Background: an optimization exercise with open tools, aiming at small area, a short achievable clock period and few clock cycles. Do not read the settings as production practice.
The RTL was checked by simulation tests, not by an equivalence proof against the original design.

<file path="design/flow/flow/run.sh">
#!/bin/bash
set -euo pipefail
bash standard.sh SETUP_SLACK_MARGIN=14.6 SKIP_GATE_CLONING=1 finish > make_finish.log 2>&1
</file>
<file path="design/flow/standard.sh">
#!/bin/bash
# synth_recipe.tcl (not shown) runs the flow's synth.tcl, then flattens the netlist and writes it again
# the make line also repeats each setting of config.mk as NAME=value (left out here)
make -C /OpenROAD-flow-scripts/flow DESIGN_CONFIG=/design/flow/config.mk WORK_HOME=/design/flow/orfs CLKGATE_MAP_FILE= SYNTH_SCRIPT=/design/flow/synth_recipe.tcl "${@:-finish}"
</file>
<file path="design/flow/config.mk">
export PLATFORM = sky130hd
export DESIGN_NAME = rs_codec
export DESIGN_NICKNAME = rs_codec
export VERILOG_FILES = /design/flow/design.v
export SDC_FILE = /design/flow/constraint.sdc
export NUM_CORES = 8
export LEC_CHECK = 0
export CAP_MARGIN = 30
export CORE_MARGIN = 2
export CORE_UTILIZATION = 45
export SLEW_MARGIN = 30
</file>
<file path="design/flow/constraint.sdc">
create_clock -name core_clock -period 20.0 [get_ports {clk}]
set_input_delay 4.0000 -clock core_clock [delete_from_list [all_inputs] [get_ports {clk}]]
set_output_delay 4.0000 -clock core_clock [all_outputs]
set_load 0.01 [all_outputs]
</file>
<file path="design/flow/design.v">
module rs_codec (
    input  wire       clk,
    input  wire       rst,
    input  wire       in_valid,
    output wire       in_ready,
    input  wire [7:0] in_data,
    input  wire       in_mode,
    output wire       out_valid,
    output wire [7:0] out_data,
    output wire       out_ok,
    output wire       out_last
);
    localparam integer N  = 155;   
    localparam integer K  = 123;   
    localparam integer NP = 32;    
    localparam integer T  = 16;    
    function [7:0] gf_xtime(input [7:0] a);
        gf_xtime = {a[6:0], 1'b0} ^ (a[7] ? 8'h87 : 8'h00);
    endfunction
    function [7:0] gf_mul(input [7:0] a, input [7:0] b);
        integer i;
        reg [7:0] p, x;
        begin
            p = 8'h00;
            x = a;
            for (i = 0; i < 8; i = i + 1) begin
                if (b[i]) p = p ^ x;
                x = gf_xtime(x);
            end
            gf_mul = p;
        end
    endfunction
    function [7:0] gf_apow(input integer e);
        case (e % 255)
            0: gf_apow = 8'h01;
            1: gf_apow = 8'h02;
            2: gf_apow = 8'h04;
            3: gf_apow = 8'h08;
            4: gf_apow = 8'h10;
            5: gf_apow = 8'h20;
            6: gf_apow = 8'h40;
            7: gf_apow = 8'h80;
            8: gf_apow = 8'h87;
            9: gf_apow = 8'h89;
            10: gf_apow = 8'h95;
            11: gf_apow = 8'had;
            12: gf_apow = 8'hdd;
            13: gf_apow = 8'h3d;
            14: gf_apow = 8'h7a;
            15: gf_apow = 8'hf4;
            16: gf_apow = 8'h6f;
            17: gf_apow = 8'hde;
            18: gf_apow = 8'h3b;
            19: gf_apow = 8'h76;
            20: gf_apow = 8'hec;
            21: gf_apow = 8'h5f;
            22: gf_apow = 8'hbe;
            23: gf_apow = 8'hfb;
            24: gf_apow = 8'h71;
            25: gf_apow = 8'he2;
            26: gf_apow = 8'h43;
            27: gf_apow = 8'h86;
            28: gf_apow = 8'h8b;
            29: gf_apow = 8'h91;
            30: gf_apow = 8'ha5;
            31: gf_apow = 8'hcd;
            32: gf_apow = 8'h1d;
            33: gf_apow = 8'h3a;
            34: gf_apow = 8'h74;
            35: gf_apow = 8'he8;
            36: gf_apow = 8'h57;
            37: gf_apow = 8'hae;
            38: gf_apow = 8'hdb;
            39: gf_apow = 8'h31;
            40: gf_apow = 8'h62;
            41: gf_apow = 8'hc4;
            42: gf_apow = 8'h0f;
            43: gf_apow = 8'h1e;
            44: gf_apow = 8'h3c;
            45: gf_apow = 8'h78;
            46: gf_apow = 8'hf0;
            47: gf_apow = 8'h67;
            48: gf_apow = 8'hce;
            49: gf_apow = 8'h1b;
            50: gf_apow = 8'h36;
            51: gf_apow = 8'h6c;
            52: gf_apow = 8'hd8;
            53: gf_apow = 8'h37;
            54: gf_apow = 8'h6e;
            55: gf_apow = 8'hdc;
            56: gf_apow = 8'h3f;
            57: gf_apow = 8'h7e;
            58: gf_apow = 8'hfc;
            59: gf_apow = 8'h7f;
            60: gf_apow = 8'hfe;
            61: gf_apow = 8'h7b;
            62: gf_apow = 8'hf6;
            63: gf_apow = 8'h6b;
            64: gf_apow = 8'hd6;
            65: gf_apow = 8'h2b;
            66: gf_apow = 8'h56;
            67: gf_apow = 8'hac;
            68: gf_apow = 8'hdf;
            69: gf_apow = 8'h39;
            70: gf_apow = 8'h72;
            71: gf_apow = 8'he4;
            72: gf_apow = 8'h4f;
            73: gf_apow = 8'h9e;
            74: gf_apow = 8'hbb;
            75: gf_apow = 8'hf1;
            76: gf_apow = 8'h65;
            77: gf_apow = 8'hca;
            78: gf_apow = 8'h13;
            79: gf_apow = 8'h26;
            80: gf_apow = 8'h4c;
            81: gf_apow = 8'h98;
            82: gf_apow = 8'hb7;
            83: gf_apow = 8'he9;
            84: gf_apow = 8'h55;
            85: gf_apow = 8'haa;
            86: gf_apow = 8'hd3;
            87: gf_apow = 8'h21;
            88: gf_apow = 8'h42;
            89: gf_apow = 8'h84;
            90: gf_apow = 8'h8f;
            91: gf_apow = 8'h99;
            92: gf_apow = 8'hb5;
            93: gf_apow = 8'hed;
            94: gf_apow = 8'h5d;
            95: gf_apow = 8'hba;
            96: gf_apow = 8'hf3;
            97: gf_apow = 8'h61;
            98: gf_apow = 8'hc2;
            99: gf_apow = 8'h03;
            100: gf_apow = 8'h06;
            101: gf_apow = 8'h0c;
            102: gf_apow = 8'h18;
            103: gf_apow = 8'h30;
            104: gf_apow = 8'h60;
            105: gf_apow = 8'hc0;
            106: gf_apow = 8'h07;
            107: gf_apow = 8'h0e;
            108: gf_apow = 8'h1c;
            109: gf_apow = 8'h38;
            110: gf_apow = 8'h70;
            111: gf_apow = 8'he0;
            112: gf_apow = 8'h47;
            113: gf_apow = 8'h8e;
            114: gf_apow = 8'h9b;
            115: gf_apow = 8'hb1;
            116: gf_apow = 8'he5;
            117: gf_apow = 8'h4d;
            118: gf_apow = 8'h9a;
            119: gf_apow = 8'hb3;
            120: gf_apow = 8'he1;
            121: gf_apow = 8'h45;
            122: gf_apow = 8'h8a;
            123: gf_apow = 8'h93;
            124: gf_apow = 8'ha1;
            125: gf_apow = 8'hc5;
            126: gf_apow = 8'h0d;
            127: gf_apow = 8'h1a;
            128: gf_apow = 8'h34;
            129: gf_apow = 8'h68;
            130: gf_apow = 8'hd0;
            131: gf_apow = 8'h27;
            132: gf_apow = 8'h4e;
            133: gf_apow = 8'h9c;
            134: gf_apow = 8'hbf;
            135: gf_apow = 8'hf9;
            136: gf_apow = 8'h75;
            137: gf_apow = 8'hea;
            138: gf_apow = 8'h53;
            139: gf_apow = 8'ha6;
            140: gf_apow = 8'hcb;
            141: gf_apow = 8'h11;
            142: gf_apow = 8'h22;
            143: gf_apow = 8'h44;
            144: gf_apow = 8'h88;
            145: gf_apow = 8'h97;
            146: gf_apow = 8'ha9;
            147: gf_apow = 8'hd5;
            148: gf_apow = 8'h2d;
            149: gf_apow = 8'h5a;
            150: gf_apow = 8'hb4;
            151: gf_apow = 8'hef;
            152: gf_apow = 8'h59;
            153: gf_apow = 8'hb2;
            154: gf_apow = 8'he3;
            155: gf_apow = 8'h41;
            156: gf_apow = 8'h82;
            157: gf_apow = 8'h83;
            158: gf_apow = 8'h81;
            159: gf_apow = 8'h85;
            160: gf_apow = 8'h8d;
            161: gf_apow = 8'h9d;
            162: gf_apow = 8'hbd;
            163: gf_apow = 8'hfd;
            164: gf_apow = 8'h7d;
            165: gf_apow = 8'hfa;
            166: gf_apow = 8'h73;
            167: gf_apow = 8'he6;
            168: gf_apow = 8'h4b;
            169: gf_apow = 8'h96;
            170: gf_apow = 8'hab;
            171: gf_apow = 8'hd1;
            172: gf_apow = 8'h25;
            173: gf_apow = 8'h4a;
            174: gf_apow = 8'h94;
            175: gf_apow = 8'haf;
            176: gf_apow = 8'hd9;
            177: gf_apow = 8'h35;
            178: gf_apow = 8'h6a;
            179: gf_apow = 8'hd4;
            180: gf_apow = 8'h2f;
            181: gf_apow = 8'h5e;
            182: gf_apow = 8'hbc;
            183: gf_apow = 8'hff;
            184: gf_apow = 8'h79;
            185: gf_apow = 8'hf2;
            186: gf_apow = 8'h63;
            187: gf_apow = 8'hc6;
            188: gf_apow = 8'h0b;
            189: gf_apow = 8'h16;
            190: gf_apow = 8'h2c;
            191: gf_apow = 8'h58;
            192: gf_apow = 8'hb0;
            193: gf_apow = 8'he7;
            194: gf_apow = 8'h49;
            195: gf_apow = 8'h92;
            196: gf_apow = 8'ha3;
            197: gf_apow = 8'hc1;
            198: gf_apow = 8'h05;
            199: gf_apow = 8'h0a;
            200: gf_apow = 8'h14;
            201: gf_apow = 8'h28;
            202: gf_apow = 8'h50;
            203: gf_apow = 8'ha0;
            204: gf_apow = 8'hc7;
            205: gf_apow = 8'h09;
            206: gf_apow = 8'h12;
            207: gf_apow = 8'h24;
            208: gf_apow = 8'h48;
            209: gf_apow = 8'h90;
            210: gf_apow = 8'ha7;
            211: gf_apow = 8'hc9;
            212: gf_apow = 8'h15;
            213: gf_apow = 8'h2a;
            214: gf_apow = 8'h54;
            215: gf_apow = 8'ha8;
            216: gf_apow = 8'hd7;
            217: gf_apow = 8'h29;
            218: gf_apow = 8'h52;
            219: gf_apow = 8'ha4;
            220: gf_apow = 8'hcf;
            221: gf_apow = 8'h19;
            222: gf_apow = 8'h32;
            223: gf_apow = 8'h64;
            224: gf_apow = 8'hc8;
            225: gf_apow = 8'h17;
            226: gf_apow = 8'h2e;
            227: gf_apow = 8'h5c;
            228: gf_apow = 8'hb8;
            229: gf_apow = 8'hf7;
            230: gf_apow = 8'h69;
            231: gf_apow = 8'hd2;
            232: gf_apow = 8'h23;
            233: gf_apow = 8'h46;
            234: gf_apow = 8'h8c;
            235: gf_apow = 8'h9f;
            236: gf_apow = 8'hb9;
            237: gf_apow = 8'hf5;
            238: gf_apow = 8'h6d;
            239: gf_apow = 8'hda;
            240: gf_apow = 8'h33;
            241: gf_apow = 8'h66;
            242: gf_apow = 8'hcc;
            243: gf_apow = 8'h1f;
            244: gf_apow = 8'h3e;
            245: gf_apow = 8'h7c;
            246: gf_apow = 8'hf8;
            247: gf_apow = 8'h77;
            248: gf_apow = 8'hee;
            249: gf_apow = 8'h5b;
            250: gf_apow = 8'hb6;
            251: gf_apow = 8'heb;
            252: gf_apow = 8'h51;
            253: gf_apow = 8'ha2;
            254: gf_apow = 8'hc3;
            default: gf_apow = 8'h00;
        endcase
    endfunction
    function [3:0] g16_mul(input [3:0] a, input [3:0] b);
        integer i;
        reg [3:0] p, x;
        begin
            p = 4'h0;
            x = a;
            for (i = 0; i < 4; i = i + 1) begin
                if (b[i]) p = p ^ x;
                x = {x[2:0], 1'b0} ^ (x[3] ? 4'h3 : 4'h0);
            end
            g16_mul = p;
        end
    endfunction
    function [3:0] g16_inv(input [3:0] a);
        case (a)
            4'h0: g16_inv = 4'h0;
            4'h1: g16_inv = 4'h1;
            4'h2: g16_inv = 4'h9;
            4'h3: g16_inv = 4'he;
            4'h4: g16_inv = 4'hd;
            4'h5: g16_inv = 4'hb;
            4'h6: g16_inv = 4'h7;
            4'h7: g16_inv = 4'h6;
            4'h8: g16_inv = 4'hf;
            4'h9: g16_inv = 4'h2;
            4'ha: g16_inv = 4'hc;
            4'hb: g16_inv = 4'h5;
            4'hc: g16_inv = 4'ha;
            4'hd: g16_inv = 4'h4;
            4'he: g16_inv = 4'h3;
            4'hf: g16_inv = 4'h8;
            default: g16_inv = 4'h0;
        endcase
    endfunction
    function [7:0] gf_inv(input [7:0] a);
        reg [7:0] c, r;
        reg [3:0] h, l, d, di;
        begin
            c[0] = a[0];
            c[1] = a[2] ^ a[5];
            c[2] = a[2] ^ a[4] ^ a[5];
            c[3] = a[1] ^ a[4] ^ a[6] ^ a[7];
            c[4] = a[1] ^ a[2] ^ a[6] ^ a[7];
            c[5] = a[3] ^ a[4] ^ a[6] ^ a[7];
            c[6] = a[2] ^ a[3] ^ a[4] ^ a[7];
            c[7] = a[1] ^ a[2] ^ a[3] ^ a[4] ^ a[5] ^ a[6] ^ a[7];
            h  = c[7:4];
            l  = c[3:0];
            d  = g16_mul(g16_mul(h, h), 4'he) ^ g16_mul(h, l) ^ g16_mul(l, l);
            di = g16_inv(d);
            r  = {g16_mul(h, di), g16_mul(h ^ l, di)};
            gf_inv[0] = r[0];
            gf_inv[1] = r[1] ^ r[5] ^ r[7];
            gf_inv[2] = r[1] ^ r[2] ^ r[3] ^ r[4];
            gf_inv[3] = r[1] ^ r[3] ^ r[7];
            gf_inv[4] = r[1] ^ r[2];
            gf_inv[5] = r[2] ^ r[3] ^ r[4];
            gf_inv[6] = r[1] ^ r[2] ^ r[3] ^ r[4] ^ r[5] ^ r[6];
            gf_inv[7] = r[1] ^ r[4] ^ r[6] ^ r[7];
        end
    endfunction
    function [7:0] gen_coef(input integer idx);
        case (idx)
            0: gen_coef = 8'h3b;
            1: gen_coef = 8'hb6;
            2: gen_coef = 8'h87;
            3: gen_coef = 8'h77;
            4: gen_coef = 8'hcd;
            5: gen_coef = 8'hdb;
            6: gen_coef = 8'hb3;
            7: gen_coef = 8'hfb;
            8: gen_coef = 8'hc5;
            9: gen_coef = 8'hac;
            10: gen_coef = 8'he8;
            11: gen_coef = 8'h4c;
            12: gen_coef = 8'hf2;
            13: gen_coef = 8'h54;
            14: gen_coef = 8'h0d;
            15: gen_coef = 8'h85;
            16: gen_coef = 8'h82;
            17: gen_coef = 8'h0d;
            18: gen_coef = 8'hfe;
            19: gen_coef = 8'hb1;
            20: gen_coef = 8'h37;
            21: gen_coef = 8'hab;
            22: gen_coef = 8'hb5;
            23: gen_coef = 8'h99;
            24: gen_coef = 8'he5;
            25: gen_coef = 8'hb9;
            26: gen_coef = 8'h3c;
            27: gen_coef = 8'hf2;
            28: gen_coef = 8'h97;
            29: gen_coef = 8'h9e;
            30: gen_coef = 8'h3f;
            31: gen_coef = 8'h95;
            default: gen_coef = 8'h00;
        endcase
    endfunction
    reg        in_ready_q;
    assign in_ready = in_ready_q;
    wire       acc = in_valid & in_ready_q;
    reg  [7:0] nb_pos;           
    reg        nb_mode;          
    reg        nb_buf;           
    wire       nb_first = (nb_pos == 8'd0);
    wire       nb_last  = nb_mode ? (nb_pos == N-1) : (nb_pos == K-1);
    reg        a_v;              
    reg  [7:0] a_d;
    reg  [7:0] a_pos;
    reg        a_mode;
    reg        a_buf;
    always @(posedge clk) begin
        a_d    <= in_data;
        a_pos  <= nb_pos;
        a_mode <= nb_first ? in_mode : nb_mode;
        a_buf  <= nb_buf;
        if (rst) begin
            a_v     <= 1'b0;
            nb_pos  <= 8'd0;
            nb_buf  <= 1'b0;
            nb_mode <= 1'b0;
        end else begin
            a_v <= acc;
            if (acc) begin
                if (nb_first) nb_mode <= in_mode;
                if (!nb_first && nb_last) begin
                    nb_pos <= 8'd0;
                    nb_buf <= ~nb_buf;
                end else begin
                    nb_pos <= nb_pos + 8'd1;
                end
            end
        end
    end
    wire a_push    = a_v & (a_pos < K);
    wire a_lastpay = a_v & (a_pos == K-1);
    wire a_dec     = a_v & a_mode;
    wire a_declast = a_v & a_mode & (a_pos == N-1);
    reg  [7:0] sacc  [1:NP];
    reg  [7:0] snext [1:NP];
    integer i, j;
    always @* begin
        for (j = 1; j <= NP; j = j + 1)
            snext[j] = ((a_pos == 8'd0) ? 8'h00 : gf_mul(sacc[j], gf_apow(j))) ^ a_d;
    end
    always @(posedge clk) begin
        if (a_dec)
            for (j = 1; j <= NP; j = j + 1) sacc[j] <= snext[j];
    end
    reg  [7:0] buf0 [0:K-1];
    reg  [7:0] buf1 [0:K-1];
    wire       push0 = a_push & ~a_buf;
    wire       push1 = a_push &  a_buf;
    wire       pop0, pop1;
    reg        rot;
    reg        rot_b;
    reg  [6:0] rot_cnt;
    wire       rot0   = rot & ~rot_b;
    wire       rot1   = rot &  rot_b;
    wire       shift0 = push0 | pop0 | rot0;
    wire       shift1 = push1 | pop1 | rot1;
    always @(posedge clk) begin
        if (shift0) begin
            for (i = 0; i < K - 1; i = i + 1) buf0[i] <= buf0[i+1];
            buf0[K-1] <= rot0 ? buf0[0] : a_d;
        end
        if (shift1) begin
            for (i = 0; i < K - 1; i = i + 1) buf1[i] <= buf1[i+1];
            buf1[K-1] <= rot1 ? buf1[0] : a_d;
        end
    end
    localparam [1:0] D_IDLE = 2'd0, D_BM = 2'd1, D_CNT = 2'd2, D_DONE = 2'd3;
    reg  [1:0] dstate;
    reg  [7:0] synd [1:NP];      
    reg  [7:0] lam  [0:T];
    reg  [7:0] bpol [0:T];       
    reg  [7:0] gam;
    reg  [7:0] rho;
    reg  [7:0] dup;              
    reg  [7:0] pa;               
    reg  [5:0] len;
    reg  [5:0] k;
    reg  [1:0] ph;
    reg  [6:0] cc;
    reg  [4:0] nroots;
    reg        dok;
    reg        chk;              
    wire       dec_take;
    wire       om_act  = (dstate == D_CNT) && !chk && (k < 6'd16);
    wire       ch      = (dup != 8'h00) && ({len, 1'b0} <= {1'b0, k});
    wire       bm_last = (k == NP - 1);
    reg  [7:0] u_lam [0:8];
    reg  [7:0] u_bp  [0:8];      
    reg  [7:0] u_new [0:8];
    always @* begin
        for (i = 0; i <= 8; i = i + 1) begin
            if (ph == 2'd0) begin
                u_lam[i] = (i < 8) ? lam[9+i] : 8'h00;
                u_bp[i]  = (i < 8) ? bpol[8+i] : 8'h00;
            end else begin
                u_lam[i] = lam[i];
                u_bp[i]  = (i == 0) ? 8'h00 : bpol[i-1];
            end
            u_new[i] = gf_mul(gam, u_lam[i]) ^ gf_mul(dup, u_bp[i]);
        end
    end
    reg  [7:0] h_lam [0:8];
    reg  [7:0] h_s   [0:8];
    reg  [8:0] h_msk;
    reg  [7:0] h_dot;
    always @* begin
        for (i = 0; i <= 8; i = i + 1) begin
            if (ph == 2'd1) begin
                h_lam[i] = (i < 8) ? lam[9+i] : 8'h00;
                h_s[i]   = (i < 8) ? synd[25-i] : 8'h00;
                h_msk[i] = (i < 8) && ({2'b00, k} >= 8'd9 + i);
            end else begin
                h_lam[i] = lam[i];
                h_s[i]   = (i == 0) ? synd[1] : synd[NP+1-i];
                h_msk[i] = ({2'b00, k} >= i);
            end
        end
        if (dstate == D_BM)
            h_msk = bm_last ? ((ph == 2'd2) ? 9'h001 : 9'h000) : 9'h1ff;
        h_dot = 8'h00;
        for (i = 0; i <= 8; i = i + 1)
            h_dot = h_dot ^ gf_mul(h_msk[i] ? h_lam[i] : 8'h00, h_s[i]);
    end
    wire [7:0] dnew = pa ^ h_dot;
    reg        hzero, szero;
    always @* begin
        hzero = 1'b1;
        for (j = 0; j < 8; j = j + 1)
            if (lam[9+j] != 8'h00 || bpol[8+j] != 8'h00) hzero = 1'b0;
        szero = 1'b1;
        for (j = 1; j <= NP; j = j + 1)
            if (snext[j] != 8'h00) szero = 1'b0;
    end
    reg  [5:0] deg_cur;
    always @* begin
        deg_cur = 6'd0;
        for (j = 0; j <= T; j = j + 1)
            if (lam[j] != 8'h00) deg_cur = j;
    end
    localparam integer CP   = 4;
    localparam integer CEND = (N + CP - 1) / CP - 1;
    reg  [7:0] ce [0:CP-1];
    reg  [4:0] cz;
    always @* begin
        cz = 5'd0;
        for (i = 0; i < CP; i = i + 1) begin
            ce[i] = 8'h00;
            for (j = 0; j <= T; j = j + 1)
                ce[i] = ce[i] ^ gf_mul(bpol[j], gf_apow(i * j));
            if (ce[i] == 8'h00 && (cc != CEND || CP * CEND + i < N))
                cz = cz + 5'd1;
        end
    end
    wire       cnt_end   = (cc == CEND);
    reg  [4:0] cz_q;             
    reg        cfin;             
    wire [4:0] nroots_nx = nroots + cz_q;
    always @(posedge clk) begin
        chk <= 1'b0;
        if ((dstate == D_BM && ph != 2'd0) || om_act) begin
            if (ph == 2'd1) begin
                pa <= h_dot;
                for (j = 2; j < NP; j = j + 1) synd[j] <= synd[j+1];
                synd[NP] <= synd[1];
                synd[1]  <= (dstate == D_BM && !bm_last) ? gf_mul(synd[2], rho) : synd[2];
                rho <= gf_mul(rho, gf_apow(101));
            end else begin
                if (dstate == D_BM) dup <= dnew;
                if (om_act) begin
                    synd[17] <= dnew;    
                    k  <= k + 6'd1;
                    ph <= 2'd1;
                end
            end
        end
        if (om_act && ph == 2'd1) ph <= 2'd2;
        case (dstate)
            D_IDLE: if (a_declast) begin
                synd[1] <= gf_mul(snext[1], gf_apow(101));
                dup     <= gf_mul(snext[1], gf_apow(101));
                for (j = 2; j <= NP; j = j + 1) synd[j] <= snext[j];
                rho <= gf_apow(202);
                for (j = 0; j <= T; j = j + 1) begin
                    lam[j]  <= (j == 0) ? 8'h01 : 8'h00;
                    bpol[j] <= (j == 0) ? 8'h01 : 8'h00;
                end
                gam <= 8'h01;
                len <= 6'd0;
                k   <= 6'd0;
                ph  <= 2'd1;
                if (szero) begin
                    dok    <= 1'b1;
                    dstate <= D_DONE;
                end else begin
                    dstate <= D_BM;
                end
            end
            D_BM: begin
                case (ph)
                    2'd0: begin
                        for (j = 0; j < 8; j = j + 1) begin
                            lam[9+j]  <= u_new[j];
                            bpol[9+j] <= ch ? lam[9+j] : bpol[8+j];
                        end
                        ph <= 2'd1;
                    end
                    2'd1: begin
                        for (j = 0; j <= 8; j = j + 1) begin
                            lam[j]  <= u_new[j];
                            bpol[j] <= ch ? lam[j] : ((j == 0) ? 8'h00 : bpol[j-1]);
                        end
                        ph <= 2'd2;
                    end
                    default: begin
                        if (ch) begin
                            len <= k + 6'd1 - len;
                            gam <= dup;
                        end
                        k  <= k + 6'd1;
                        ph <= hzero ? 2'd1 : 2'd0;
                        if (bm_last) begin
                            synd[17] <= dnew;
                            chk      <= 1'b1;
                            dstate   <= D_CNT;
                        end
                    end
                endcase
            end
            D_CNT: begin
                if (chk) begin
                    k  <= 6'd1;
                    ph <= 2'd1;
                    cc     <= 7'd0;
                    nroots <= 5'd0;
                    cz_q   <= 5'd0;
                    cfin   <= 1'b0;
                    for (j = 0; j <= T; j = j + 1) bpol[j] <= lam[j];
                    if (len > T || deg_cur != len) begin
                        dok    <= 1'b0;
                        dstate <= D_DONE;
                    end
                end else if (cfin) begin
                    dok    <= (nroots_nx == len[4:0]);
                    dstate <= D_DONE;
                end else begin
                    for (j = 0; j <= T; j = j + 1)
                        bpol[j] <= gf_mul(bpol[j], gf_apow(CP * j));
                    cz_q   <= cz;
                    nroots <= nroots_nx;
                    cc     <= cc + 7'd1;
                    cfin   <= cnt_end;
                end
            end
            D_DONE: if (dec_take) dstate <= D_IDLE;
        endcase
        if (rst) begin
            dstate <= D_IDLE;
            chk    <= 1'b0;
        end
    end
    localparam [1:0] O_IDLE = 2'd0, O_PRIME = 2'd1, O_PAY = 2'd2, O_PAR = 2'd3;
    reg  [1:0] ostate;
    reg        ob;               
    reg        o_mode;
    reg        o_ok;
    reg  [7:0] o_cnt;
    reg  [7:0] ct [0:32];
    reg  [7:0] corr_q;           
    reg        c1_root, c2_root;  
    reg  [7:0] c1_osum, c1_lodd, c2_osum, c2_inv;
    reg  [1:0] o_pr;
    reg        out_valid_q, out_ok_q, out_last_q;
    reg  [7:0] out_data_q;
    assign out_valid = out_valid_q;
    assign out_data  = out_data_q;
    assign out_ok    = out_ok_q;
    assign out_last  = out_last_q;
    reg [1:0] hold, ns, bmode;
    wire [7:0] head   = ob ? buf1[0] : buf0[0];
    wire       push_o = ob ? push1 : push0;
    wire       ns_o   = ob ? ns[1] : ns[0];
    wire       hold_o = ob ? hold[1] : hold[0];
    wire       mode_o = ob ? bmode[1] : bmode[0];
    wire       rot_o  = rot && (rot_b == ob);
    wire       pop    = (ostate == O_PAY) && (!ns_o || push_o || rot_o);
    wire       blocked = (ostate == O_PAY) && ns_o && !push_o && !rot_o;
    assign pop0 = pop & ~ob;
    assign pop1 = pop &  ob;
    wire       o_start = (ostate == O_IDLE) && hold_o && (!mode_o || dstate == D_DONE);
    assign dec_take = o_start && mode_o;
    wire       pay_end = pop && (o_cnt == K-1);
    reg  [7:0] lsum, lodd, osum;
    always @* begin
        lsum = 8'h00;
        lodd = 8'h00;
        osum = 8'h00;
        for (j = 0; j <= T; j = j + 1) begin
            lsum = lsum ^ ct[j];
            if (j % 2 == 1) lodd = lodd ^ ct[j];
        end
        for (j = T + 1; j <= 2 * T; j = j + 1) osum = osum ^ ct[j];
    end
    wire [7:0] corr_nx = c2_root ? gf_mul(c2_osum, c2_inv) : 8'h00;
    wire [7:0] fb = (ostate == O_PAR) ? 8'h00 : (head ^ ct[NP-1]);
    always @(posedge clk) begin
        if (a_push && a_pos == 8'd0) ns[a_buf] <= 1'b1;
        if (pay_end) hold[ob] <= 1'b0;
        if (a_lastpay) begin
            ns[a_buf]    <= 1'b0;
            hold[a_buf]  <= 1'b1;
            bmode[a_buf] <= a_mode;
        end
        out_valid_q <= 1'b0;
        case (ostate)
            O_IDLE: if (o_start) begin
                o_mode <= mode_o;
                o_cnt  <= 8'd0;
                if (mode_o) begin
                    o_ok <= dok;
                    for (j = 0; j <= T; j = j + 1) ct[j] <= lam[j];
                    for (j = 0; j < T; j = j + 1) ct[T+1+j] <= synd[j+2];
                    o_pr   <= 2'd0;
                    ostate <= O_PRIME;
                end else begin
                    o_ok <= 1'b1;
                    for (j = 0; j <= 2 * T; j = j + 1) ct[j] <= 8'h00;
                    ostate <= O_PAY;
                end
            end
            O_PRIME: begin
                corr_q  <= corr_nx;
                c2_root <= c1_root;
                c2_osum <= c1_osum;
                c2_inv  <= gf_inv(c1_lodd);
                c1_root <= (lsum == 8'h00);
                c1_osum <= osum;
                c1_lodd <= lodd;
                for (j = 0; j <= T; j = j + 1) ct[j] <= gf_mul(ct[j], gf_apow(j));
                for (j = 0; j < T; j = j + 1) ct[T+1+j] <= gf_mul(ct[T+1+j], gf_apow(j + 1));
                o_pr <= o_pr + 2'd1;
                if (o_pr == 2'd2) ostate <= O_PAY;
            end
            O_PAY: if (pop) begin
                out_valid_q <= 1'b1;
                o_cnt       <= o_cnt + 8'd1;
                if (o_mode) begin
                    corr_q  <= corr_nx;
                    c2_root <= c1_root;
                    c2_osum <= c1_osum;
                    c2_inv  <= gf_inv(c1_lodd);
                    c1_root <= (lsum == 8'h00);
                    c1_osum <= osum;
                    c1_lodd <= lodd;
                    for (j = 0; j <= T; j = j + 1) ct[j] <= gf_mul(ct[j], gf_apow(j));
                    for (j = 0; j < T; j = j + 1) ct[T+1+j] <= gf_mul(ct[T+1+j], gf_apow(j + 1));
                    if (o_cnt == K-1) begin
                        ostate <= O_IDLE;
                        ob     <= ~ob;
                    end
                end else begin
                    for (j = 0; j < NP; j = j + 1)
                        ct[j] <= ((j == 0) ? 8'h00 : ct[j-1]) ^ gf_mul(fb, gen_coef(j));
                    if (o_cnt == K-1) ostate <= O_PAR;
                end
            end
            O_PAR: begin
                out_valid_q <= 1'b1;
                o_cnt       <= o_cnt + 8'd1;
                for (j = 0; j < NP; j = j + 1)
                    ct[j] <= (j == 0) ? 8'h00 : ct[j-1];
                if (o_cnt == N-1) begin
                    ostate <= O_IDLE;
                    ob     <= ~ob;
                end
            end
        endcase
        if (rst) begin
            ostate      <= O_IDLE;
            ob          <= 1'b0;
            out_valid_q <= 1'b0;
            hold        <= 2'b00;
            ns          <= 2'b00;
        end
    end
    always @(posedge clk) begin
        out_ok_q   <= (ostate == O_PAR) || !o_mode || o_ok;
        out_last_q <= (ostate == O_PAR) ? (o_cnt == N-1) : (o_mode && o_cnt == K-1);
        out_data_q <= (ostate == O_PAR) ? ct[NP-1] :
                      !o_mode ? head : (o_ok ? (head ^ corr_q) : 8'h00);
    end
    wire [7:0] c_pos = acc ? ((!nb_first && nb_last) ? 8'd0 : nb_pos + 8'd1) : nb_pos;
    wire       c_buf = (acc && !nb_first && nb_last) ? ~nb_buf : nb_buf;
    wire       pok0  = !hold[0] || (ostate == O_PAY && !ob);
    wire       pok1  = !hold[1] || (ostate == O_PAY &&  ob);
    wire       c_ok  = (c_pos < K)     ? (c_buf ? pok1 : pok0) :
                       (c_pos == N-1)  ? (dstate == D_IDLE) : 1'b1;
    always @(posedge clk) begin
        if (rst) in_ready_q <= 1'b0;
        else     in_ready_q <= c_ok && !rot && !blocked;
    end
    always @(posedge clk) begin
        if (rot) begin
            rot_cnt <= rot_cnt + 7'd1;
            if (rot_cnt == K - 1) rot <= 1'b0;
        end else if (blocked && !in_ready_q) begin
            rot     <= 1'b1;
            rot_b   <= ob;
            rot_cnt <= 7'd0;
        end
        if (rst) rot <= 1'b0;
    end
endmodule
</file>
==> results of run 1 <==
## kinds of logic (layout without fill, tap and decap cells)
family                     Yosys count  count (layout)  share of synthesized area [%]
and+or+nand+nor                   4330            4330                          10.28
muxes                              425             425                          2.537
buffers and inverters             1443            1498                          3.093
AOI/OAI and AO/OA                 2061            2061                          7.498
adders and majority gates           77              77                         0.5385
other                                1             124                       0.002064
DFF                               3196            3196                          50.99
xor gates and xnor gates          5076            5076                          25.06
## path summary, 6_finish.rpt
kind,depth (start not counted),startpoint,slack (ns),endpoint
setup / recovery,1,in_ready_q,14.52,in_ready
hold reg to reg,0,nb_buf,0.37,a_buf
hold / removal,0,nb_buf,0.37,a_buf
setup reg to reg,19,dup[7],14.59,lam[13][7]
## routing by layer
metal / up-vias / routed length [microns] / share of wire [%] / track usage (%)
li1: 56780 / - / - / -
met1: 65290 / 285200 / 39 / 46.33
met5: - / 298 / 0.041 / 0.5790
met3: 2284 / 84700 / 12 / 9.646
met2: 9005 / 294300 / 41 / 47.53
met4: 20 / 57920 / 8.0 / 23.89
## sequential cells by signal, summed over array words and instances (netlist names), 136 cells and up, named ones only
signal and flops:
ct 264, lam 136, sacc 256, synd 256, bpol 136, buf1 984
buf0 984
## Yosys cell counts (all sizes together), types with 29 or more instances
cell type	number
xnor2	3855
edfxtp	2864
nand2	1843
nor2	1428
xor2	1169
clkbuf	1019
a21oi	509
o21ai	416
dfxtp	332
mux2i	294
a31oi	231
inv	221
a22oi	219
nor3	216
buf	200
a222oi	170
nor2b	167
o221ai	153
and3	140
mux2	130
nand3	129
and2	95
o22ai	83
ha	75
nand2b	64
nor4	59
xnor3	45
nand4	43
a221oi	41
or3	35
a21o	34
o211ai	32
or4	29
## what timing repair did
action / 4_1_cts / 5_1_grt
gates cloned: 0 / 0
hold buffers: 0 / 0
endpoints found under the setup margin: 361 / 473
resized for setup: 122 / 67
pin swaps: 8 / 18
buffers inserted: 39 / 63
## per-stage QoR
step	cell area [sq um]	instances	utilization, %
2_1_floorplan	181800	16610	-
3_3_place_gp	188500	21200	46.84
3_5_place_dp	189000	21210	46.97
4_1_cts	201200	21880	50.01
5_1_grt	202500	21980	50.33
6_report	202700	22070	50.39
## layout make-up
class | instances | share of cell area, %
clock inverter | 211 | 1.090
multi-input combinational | 11970 | 42.06
sequential | 3196 | 45.73
tap | 5287 | 3.263
inverter | 224 | 0.4203
clock buffer | 425 | 4.579
timing repair buffer | 638 | 2.705
antenna | 123 | 0.1518
==> results.json, run 1 <==
{
  "outcome": "complete, no violations",
  "core_sq_mm": 0.4023,
  "place.gp.congestion": 1.054,
  "drt_pass1_iterations": 17,
  "yosysUniqueCellTypes": 100,
  "remaining_drc_errors": 0,
  "grt_pass1_wl_microns": 987800,
  "vias": 133400,
  "crit_buf_inv": 1,
  "worstPathRequired_ns": 16.00,
  "clock_sinks": 3196,
  "synth-warning-count": 15,
  "antenna_found_initial": 82,
  "cts_made_buffers": 347,
  "synthCells": 16610,
  "async_flop_share_pct": 0,
  "die_y_microns": 639.4,
  "crit_slowest_cell": "dfxtp_4",
  "period_needed_ns": 5.479,
  "arrival_ns": 1.48,
  "initial_core_util_pct": 45.16,
  "setup_viol": 0,
  "finClkSkew_ns": 0.07789,
  "finalHoldViolCount": 0,
  "multi_input_area_sq_mm": 0.08526,
  "critPathMaxStageDelay_ns": 0.36,
  "cp_top_family": "flip-flops",
  "cts_buffer_depth": 4,
  "synth_top_area_share_pct": 47.33,
  "synth_edf_count": 2864,
  "synthTopCellsByArea": "edfxtp_1, xnor2_1, xor2_1",
  "cts.clk_slew.worst_paths_ns": 0.06,
  "wl_microns": 722400,
  "fin_crit_sh_pct": 27.40,
  "cts-root-buf": "clkbuf_16",
  "hold_class": "reg -> reg",
  "grt_pass1_vias": 121400,
  "crit_chain": "buf_6",
  "dpl.hpwl_microns": 500300,
  "ys_ff_latch": 3196,
  "gr-usage-all-layers_pct": 34.38,
  "synth.avg_cell_area_sq_um": 10.94,
  "clock_latency_ns": 1.02,
  "drive_gt1_share_pct": 9.722,
  "die_w_microns": 639.4,
  "ff_latch_area_sq_mm": 0.09270,
  "fmax_ghz": 0.1825,
  "drt_iter0_drc": 21510,
  "tightest_slew_ns": 1.279,
  "synth_top_area_cell": "edfxtp_1",
  "vias_per_cell": 6.042,
  "fin_ws_ns": 14.52,
  "grt_max_degree": 203,
  "syn_area_sq_mm": 0.1817,
  "syn-num-nets": 16700,
  "cp-end-kind": "output pin",
  "fillers": 35850,
  "worstSetupStartpointType": "flop",
  "portBuffers": 23,
  "hold_ws_ns": 0.3692,
  "synth_ff_type": "edfxtp_1",
  "final_common_cell": "xnor2_1",
  "ioPinCount": 24,
  "rows": 233,
  "rsz0062_at_grt": "true",
  "cts-htree-levels": 5,
  "grt-ovfl-total": 0,
  "cts_tree": "yes",
  "syn2layout_area_growth_pct": 11.57,
  "ys_seq_area_share_pct": 50.99,
  "maxSlewViolCount": 0,
  "nNetsFinal": 16470,
  "critPathKind": "reg -> out",
  "pre_cts_slack_ns": 12.92,
  "timing.slew.headroom_pct": 14.75,
  "worstPathMaxFanout": 2,
  "wire_per_inst_microns": 32.73,
  "detail-route-antenna-nets": 0,
  "fin_tns_setup_ns": 0,
  "layout_common_cells": "xnor2_1, edfxtp_1, nand2_1, nor2_1, xor2_1",
  "cap_violations": 0,
  "die-area_sq_mm": 0.4089
}
Testbench counts, summed over its fixed seeds: cycles 59,591.
==> run 2: changes to the inputs <==
==> design/flow/flow/run.sh (replaced) <==
#!/bin/bash
set -euo pipefail
bash standard.sh SETUP_SLACK_MARGIN=14.5 SKIP_GATE_CLONING=1 finish > make_finish.log 2>&1
--- a/design/flow/config.mk
+++ b/design/flow/config.mk
@@ -9,3 +9,5 @@
 export CORE_MARGIN = 2
 export CORE_UTILIZATION = 45
+export CTS_CLUSTER_DIAMETER = 60
+export CTS_CLUSTER_SIZE = 25
 export SLEW_MARGIN = 30
==> run 2 against run 1 <==
Against the previous run: still clean; sequential share of layout area rose by 0.35 points; critical path depth rose by 18; register-to-register slack got worse by 0.12 ns; clock skew fell by 0.026 ns; global-route usage fell by 0.16 points; worst setup slack got worse by 0.054 ns; synthesized area did not move; cell area fell by 0.76%; sequential cell count did not move; critical endpoint is now lam[13][7]; largest cell class unchanged.
==> results.json, run 2 <==
{
  "synth_top_area_share_pct": 47.33,
  "finClkSkew_ns": 0.05166,
  "synth_common_cells": "xnor2_1, edfxtp_1, nand2_1",
  "final_area_sq_mm": 0.2012,
  "synthTopCellsByArea": "edfxtp_1, xnor2_1, xor2_1",
  "vias": 132900,
  "largest_registers": "buf0: 984 flops, buf1: 984 flops, ct: 264 flops",
  "initial_core_util_pct": 45.16,
  "wire_per_inst_microns": 32.79,
  "clock_latency_ns": 0.98,
  "dpl.hpwl_microns": 500300,
  "synthCells": 16610,
  "ys_seq_area_share_pct": 50.99,
  "setup_viol": 0,
  "cp-end-kind": "flop",
  "syn_area_sq_mm": 0.1817,
  "die_y_microns": 639.4,
  "synth.avg_cell_area_sq_um": 10.94,
  "hold_class": "reg -> reg",
  "place.gp.congestion": 1.054,
  "synthXorXnorAreaFrac_pct": 25.06,
  "cts-htree-levels": 5,
  "cts_tree": "yes",
  "final_common_cell": "xnor2_1",
  "syn2layout_area_growth_pct": 10.72,
  "arrival_ns": 6.26,
  "ys_ff_latch": 3196,
  "ioPinCount": 24,
  "place_area_sq_mm": 0.1890,
  "critPathMaxStageDelay_ns": 0.45,
  "grt_pass1_vias": 120600,
  "cts_buffer_depth": 4,
  "path_common_cell": "buf_4",
  "cts.clk_slew.worst_paths_ns": 0.08,
  "grt-ovfl-total": 0,
  "finalHoldViolCount": 0,
  "remaining_drc_errors": 0,
  "maxSlewViolCount": 0,
  "synthAdderAreaFrac_pct": 0.5385,
  "synth-warning-count": 15,
  "core_sq_mm": 0.4023,
  "synth_top_family_by_area": "XOR/XNOR gates",
  "layout_common_cells": "xnor2_1, edfxtp_1, nand2_1, nor2_1, xor2_1",
  "die-area_sq_mm": 0.4089,
  "grt_max_degree": 203,
  "pre_cts_slack_ns": 12.92,
  "cts-root-buf": "clkbuf_16",
  "worstPathMaxFanout": 23,
  "drive_gt1_share_pct": 9.482,
  "critPathKind": "reg -> reg",
  "synth_ff_type": "edfxtp_1",
  "drt_iter0_drc": 21710,
  "cap_violations": 0,
  "cts-hold-fix-buffers": 0,
  "period_needed_ns": 5.533,
  "yosysMostFrequentCell": "xnor2_1",
  "worstPathRequired_ns": 20.73,
  "syn-num-nets": 16700,
  "timing.slew.headroom_pct": 17.54,
  "tightest_slew_ns": 1.237,
  "clock_sinks": 3196,
  "drt_pass1_iterations": 14,
  "fmax_ghz": 0.1807,
  "gr-usage-all-layers_pct": 34.22,
  "worstSetupStartpointType": "flop",
  "synth_edf_count": 2864,
  "fin_ws_ns": 14.47,
  "cts_made_buffers": 290,
  "grt_pass1_wl_microns": 983900,
  "crit_slowest_cell": "xnor2_1",
  "die_w_microns": 639.4,
  "synth_mux_area_share_pct": 2.537,
  "fin_crit_sh_pct": 27.66,
  "fin_tns_setup_ns": 0,
  "synth_top_area_cell": "edfxtp_1",
  "fillers": 35970,
  "async_flop_share_pct": 0,
  "reg2reg_slack_ns": 14.47,
  "vias_per_cell": 6.060,
  "portBuffers": 23,
  "detail-route-antenna-nets": 0,
  "outcome": "complete, no violations",
  "synth-compound-area-share_pct": 7.498,
  "rsz0062_at_grt": "true",
  "rows": 233,
  "wl_microns": 719300,
  "yosysUniqueCellTypes": 100,
  "final_util_pct": 50.00,
  "yosys.area_share.simple_pct": 10.28,
  "nNetsFinal": 16390,
  "crit_chain": "inv_1 -> ha_1 -> buf_4 -> xnor2_2 -> buf_6 -> xnor2_2 -> buf_4 -> xnor2_2 -> nand2_1 -> and2_1 -> buf_4 -> xor2_4 -> buf_4 -> o21ai_0 -> o22ai_1 -> xor2_1 -> xnor2_1 -> xnor2_1 -> and2_1",
  "antenna_found_initial": 95
}
run 2: cell counts after synthesis:
Identical to the previous run, type by type.
run 2: logic make-up (layout without fill, tap and decap cells):
logic type,after synthesis,count (layout)
AO/OA/AOI/OAI,2061,2061
flip-flops,3196,3196
buffers and inverters,1443,1370
multiplexers,425,425
AND/OR/NAND/NOR,4330,4330
adder cells (fa/ha/maj),77,77
other,1,114
XOR/XNOR,5076,5076
run 2: cell type report:
type	count	area (sq um)	area share (%)
inverter	224	852.1	0.4236
tap	5287	6615	3.288
clock buffer	309	7446	3.701
antenna	113	282.8	0.1406
timing repair buffer	614	5189	2.579
multi-input combinational	11970	85140	42.32
sequential	3196	92700	46.08
clock inverter	223	2944	1.463
run 2: what timing repair did:
action	CTS	global route
setup endpoints to repair	178	319
pin swaps	7	15
buffers inserted	33	43
resized for setup	92	63
run 2: worst max-delay path, delay by kind of cell, from the launching register on:
family	cells	cell delay (ns)
flip-flops	1	0.44
AND/OR/NAND/NOR	3	0.69
buffers and inverters	6	1.92
XOR/XNOR	7	1.40
adder cells (fa/ha/maj)	1	0.38
AO/OA/AOI/OAI	2	0.38
run 2: stage by stage:
stage	cells	hold slack [ns]
floorplan	16610	0.3290
global placement	21200	0.3620
detailed placement	21210	0.3602
CTS	21770	0.3728
global route	21840	0.3808
finish	21940	0.3707
run 2: worst paths after layout:
path,startpoint,to,cells past startpoint
setup / recovery,dup[7],lam[13][7],19
hold / removal,nb_buf,a_buf,0
setup reg to reg,dup[7],lam[13][7],19
hold reg to reg,nb_buf,a_buf,0
run 2: layer usage:
layer / up-vias / GRT usage [%] / share of wire, %
met5: - / 0.09453 / 0.064
met4: 36 / 23.89 / 8.2
li1: 56640 / - / -
met1: 64980 / 46.19 / 39
met2: 9001 / 47.23 / 40
met3: 2283 / 9.593 / 12
==> run 3: changes to the inputs <==
--- a/design/flow/design.v
+++ b/design/flow/design.v
@@ -389,7 +389,8 @@
         endcase
     endfunction
-    reg        in_ready_q;
+    reg        in_ready_q;       
+    reg        in_busy;          
     assign in_ready = in_ready_q;
-    wire       acc = in_valid & in_ready_q;
+    wire       acc = in_valid & !in_busy;
     reg  [7:0] nb_pos;           
     reg        nb_mode;          
@@ -793,6 +794,11 @@
                        (c_pos == N-1)  ? (dstate == D_IDLE) : 1'b1;
     always @(posedge clk) begin
-        if (rst) in_ready_q <= 1'b0;
-        else     in_ready_q <= c_ok && !rot && !blocked;
+        if (rst) begin
+            in_ready_q <= 1'b0;
+            in_busy    <= 1'b1;
+        end else begin
+            in_ready_q <= c_ok && !rot && !blocked;
+            in_busy    <= !(c_ok && !rot && !blocked);
+        end
     end
     always @(posedge clk) begin
@@ -800,5 +806,5 @@
             rot_cnt <= rot_cnt + 7'd1;
             if (rot_cnt == K - 1) rot <= 1'b0;
-        end else if (blocked && !in_ready_q) begin
+        end else if (blocked && in_busy) begin
             rot     <= 1'b1;
             rot_b   <= ob;
==> design/flow/flow/run.sh (replaced) <==
#!/bin/bash
set -euo pipefail
bash standard.sh SETUP_SLACK_MARGIN=14.65 SKIP_GATE_CLONING=1 finish > make_finish.log 2>&1
--- a/design/flow/config.mk
+++ b/design/flow/config.mk
@@ -9,5 +9,3 @@
 export CORE_MARGIN = 2
 export CORE_UTILIZATION = 45
-export CTS_CLUSTER_DIAMETER = 60
-export CTS_CLUSTER_SIZE = 25
 export SLEW_MARGIN = 30
==> run 3 against run 2 <==
Against the previous run: still clean; non-clock buffer count grew 39; utilization grew 0.47 points; sequential share of layout area shrank 0.41 points; clock skew grew 0.040 ns; die area is essentially flat; cell area grew 0.94%; hold slack is essentially flat; critical path type is now reg -> out; critical endpoint is now out_valid.
==> results.json, run 3 <==
{
  "outcome": "complete, no violations",
  "grt-ovfl-total": 0,
  "multi_input_area_sq_mm": 0.08550,
  "synth_mux_area_share_pct": 2.405,
  "synth_top_area_cell": "edfxtp_1",
  "drt_iter0_drc": 19590,
  "nNetsFinal": 16440,
  "async_flop_share_pct": 0,
  "synthAdderAreaFrac_pct": 0.5443,
  "cts.clk_slew.worst_paths_ns": 0.06,
  "timing.slew.headroom_pct": 16.14,
  "wl_met2_microns": 285000,
  "wire_per_inst_microns": 31.89,
  "cts_buffer_depth": 4,
  "drive_gt1_share_pct": 10.01,
  "wl_met1_microns": 283600,
  "vias": 131800,
  "synth_edf_count": 2864,
  "ys_ff_latch": 3197,
  "fin_tns_setup_ns": 0,
  "critPathKind": "reg -> out",
  "finClkSkew_ns": 0.09146,
  "cts-hold-fix-buffers": 0,
  "gr-usage-all-layers_pct": 33.35,
  "synthCells": 16550,
  "critPathMaxStageDelay_ns": 0.35,
  "initial_core_util_pct": 45.14,
  "grt_max_degree": 204,
  "yosysMostFrequentCell": "xnor2_1",
  "drt_pass1_iterations": 12,
  "rsz0062_at_grt": "true",
  "cp_top_family": "flip-flops",
  "synth_top_family_by_area": "XOR/XNOR gates",
  "wl_met3_microns": 79670,
  "final_util_pct": 50.47,
  "portBuffers": 23,
  "arrival_ns": 1.44,
  "place.gp.congestion": 1.022,
  "layout_common_cells": "xnor2_1, edfxtp_1, nand2_1, nor2_1, xor2_1",
  "clock_sinks": 3197,
  "fmax_ghz": 0.1838,
  "synth_top_area_share_pct": 47.36,
  "synthTopCellsByArea": "edfxtp_1, xnor2_1, xor2_1",
  "fillers": 35950,
  "cts_tree": "yes",
  "dpl.hpwl_microns": 483800,
  "hold_depth": 0,
  "die-area_sq_mm": 0.4087,
  "maxSlewViolCount": 0,
  "syn2layout_area_growth_pct": 11.81,
  "ff_latch_area_sq_mm": 0.09272,
  "ioPinCount": 24,
  "worstSetupStartpointType": "flop",
  "period_needed_ns": 5.440,
  "yosysUniqueCellTypes": 106,
  "finalHoldViolCount": 0,
  "largest_registers": "buf0: 984 flops, buf1: 984 flops, ct: 264 flops",
  "ys_seq_area_share_pct": 51.03,
  "rr_startpoint": "c1_lodd[4]",
  "setup_viol": 0,
  "wl_microns": 702800,
  "cap_violations": 0,
  "detail-route-antenna-nets": 0,
  "r2r_cells": 22,
  "hold_class": "reg -> reg",
  "grt_pass1_vias": 119700,
  "die_w_microns": 639.3,
  "core_sq_mm": 0.4023,
  "synth-compound-area-share_pct": 7.381,
  "clock_latency_ns": 1.02,
  "die_y_microns": 639.3,
  "yosys.area_share.simple_pct": 10.47,
  "worstReg2RegEnd": "c2_inv[6]",
  "synth_common_cells": "xnor2_1, edfxtp_1, nand2_1",
  "final_common_cell": "xnor2_1",
  "synthXorXnorAreaFrac_pct": 25.15,
  "worstPathRequired_ns": 16.00,
  "critPathCapture": "out_valid",
  "cts-root-buf": "clkbuf_16",
  "fin_crit_sh_pct": 27.20,
  "grt_pass1_wl_microns": 961200,
  "rows": 233,
  "crit_buf_inv": 1,
  "crit_path_start": "out_valid_q",
  "cts_made_buffers": 346,
  "remaining_drc_errors": 0,
  "crit_slowest_cell": "dfxtp_2",
  "top_layer": "met5",
  "tightest_slew_ns": 1.258,
  "cts-htree-levels": 5,
  "worstPathMaxFanout": 1,
  "synth-warning-count": 15,
  "synth.avg_cell_area_sq_um": 10.97,
  "vias_per_cell": 5.981,
  "antenna_found_initial": 66,
  "syn_area_sq_mm": 0.1816,
  "cp-end-kind": "output pin",
  "synth_ff_type": "edfxtp_1",
  "syn-num-nets": 16640,
  "crit_chain": "buf_6",
  "cp.depth": 1,
  "reg2reg_slack_ns": 14.58
}
## run 3: cell types whose count changed after synthesis, sizes merged, moves of 28 or more
cell | before | now
a21oi | 509 | 396
clkbuf | 1019 | 985
nand2 | 1843 | 2018
nand3 | 129 | 173
nor2 | 1428 | 1303
o211ai | 32 | 60
o22ai | 83 | 50
## run 3: kinds of logic after synthesis
| kind of cell | Yosys count |
|---|---|
| AO/OA/AOI/OAI | 1988 |
| XOR/XNOR | 5075 |
| adder cells (fa/ha/maj) | 78 |
| buffers and inverters | 1405 |
| flip-flops | 3197 |
| multiplexers | 404 |
| other | 1 |
| AND/OR/NAND/NOR | 4406 |
## run 3: repair_timing
item                       CTS  global route
setup endpoints to repair  684           338
gates resized for setup    187            99
pin swaps                   28            21
buffers inserted            62            44
## run 3: stage by stage
stage	hold WS [ns]	instance area, sq um	worst slack, ns	instances
2_1_floorplan	0.3290	181700	3.694	16550
3_5_place_dp	0.3587	188900	12.25	21180
4_1_cts	0.3711	201500	14.46	21870
3_3_place_gp	0.3606	188600	12.15	21170
5_1_grt	0.3757	202900	14.33	21960
6_report	0.3706	203100	14.56	22040
## run 3: cell type report
type	instances	share of cell area [%]
diodes	115	0.1417
clock buffers	432	4.599
clock inverters	201	0.9890
inverters	202	0.3913
multi-input cells	11950	42.11
flip-flops and latches	3197	45.66
well taps	5287	3.258
repair buffers	653	2.846
## run 3: metal layers
layer  vias to the layer above  global-route usage [%]
met3                      1975                   8.681
met4                        20                   22.02
met5                         -                  0.7090
met1                     64960                   45.90
li1                      56710                       -
met2                      8160                   46.01
## run 3: worst min path at each step
stage	start	to	slack, ns
6_report	buf1[115][2]	buf1[114][2]	0.37
5_1_grt	buf1[76][5]	buf1[75][5]	0.38
4_1_cts	nb_buf	a_buf	0.37
3_5_place_dp	nb_buf	a_buf	0.36
3_3_place_gp	nb_buf	a_buf	0.36
2_1_floorplan	nb_pos[2]	a_pos[2]	0.33
Testbench counts of run 3, summed over its fixed seeds: cycles 59,591.

what the ideal ports hide:
The results above use ideal ports. As a check the final layouts listed here were re-extracted and re-timed, cells and wires unchanged.
Step 1: set_driving_cell puts a clkbuf_16 on clk and a buf_2 on each other input, an assumption about the parent block.
Step 2 also shifts input and output timing later by t, the mid clock arrival at the registers, as if the neighbouring blocks saw the same clock.
Slacks: ideal / step 1 / step 2; pairs: ideal / step 1.
| run | shift t [ns] | setup slack, ns | hold WS [ns] | cell pins on the clock port's net |
|---|---|---|---|---|
| run 1 | 1.096 | 14.521 / 14.404 / 13.785 | 0.369 / 0.369 / 0.369 | 1 |
| run 2 | 1.075 | 14.467 / 14.421 / 13.775 | 0.371 / 0.371 / 0.371 | 1 |
| run 3 | 1.090 | 14.560 / 14.444 / 14.031 | 0.371 / 0.371 / 0.371 | 1 |
After both steps setup and hold are still met in every run listed. The setup slack of run 1, which loses most, moves by -0.117 ns with the drivers and by -0.736 ns with both steps.
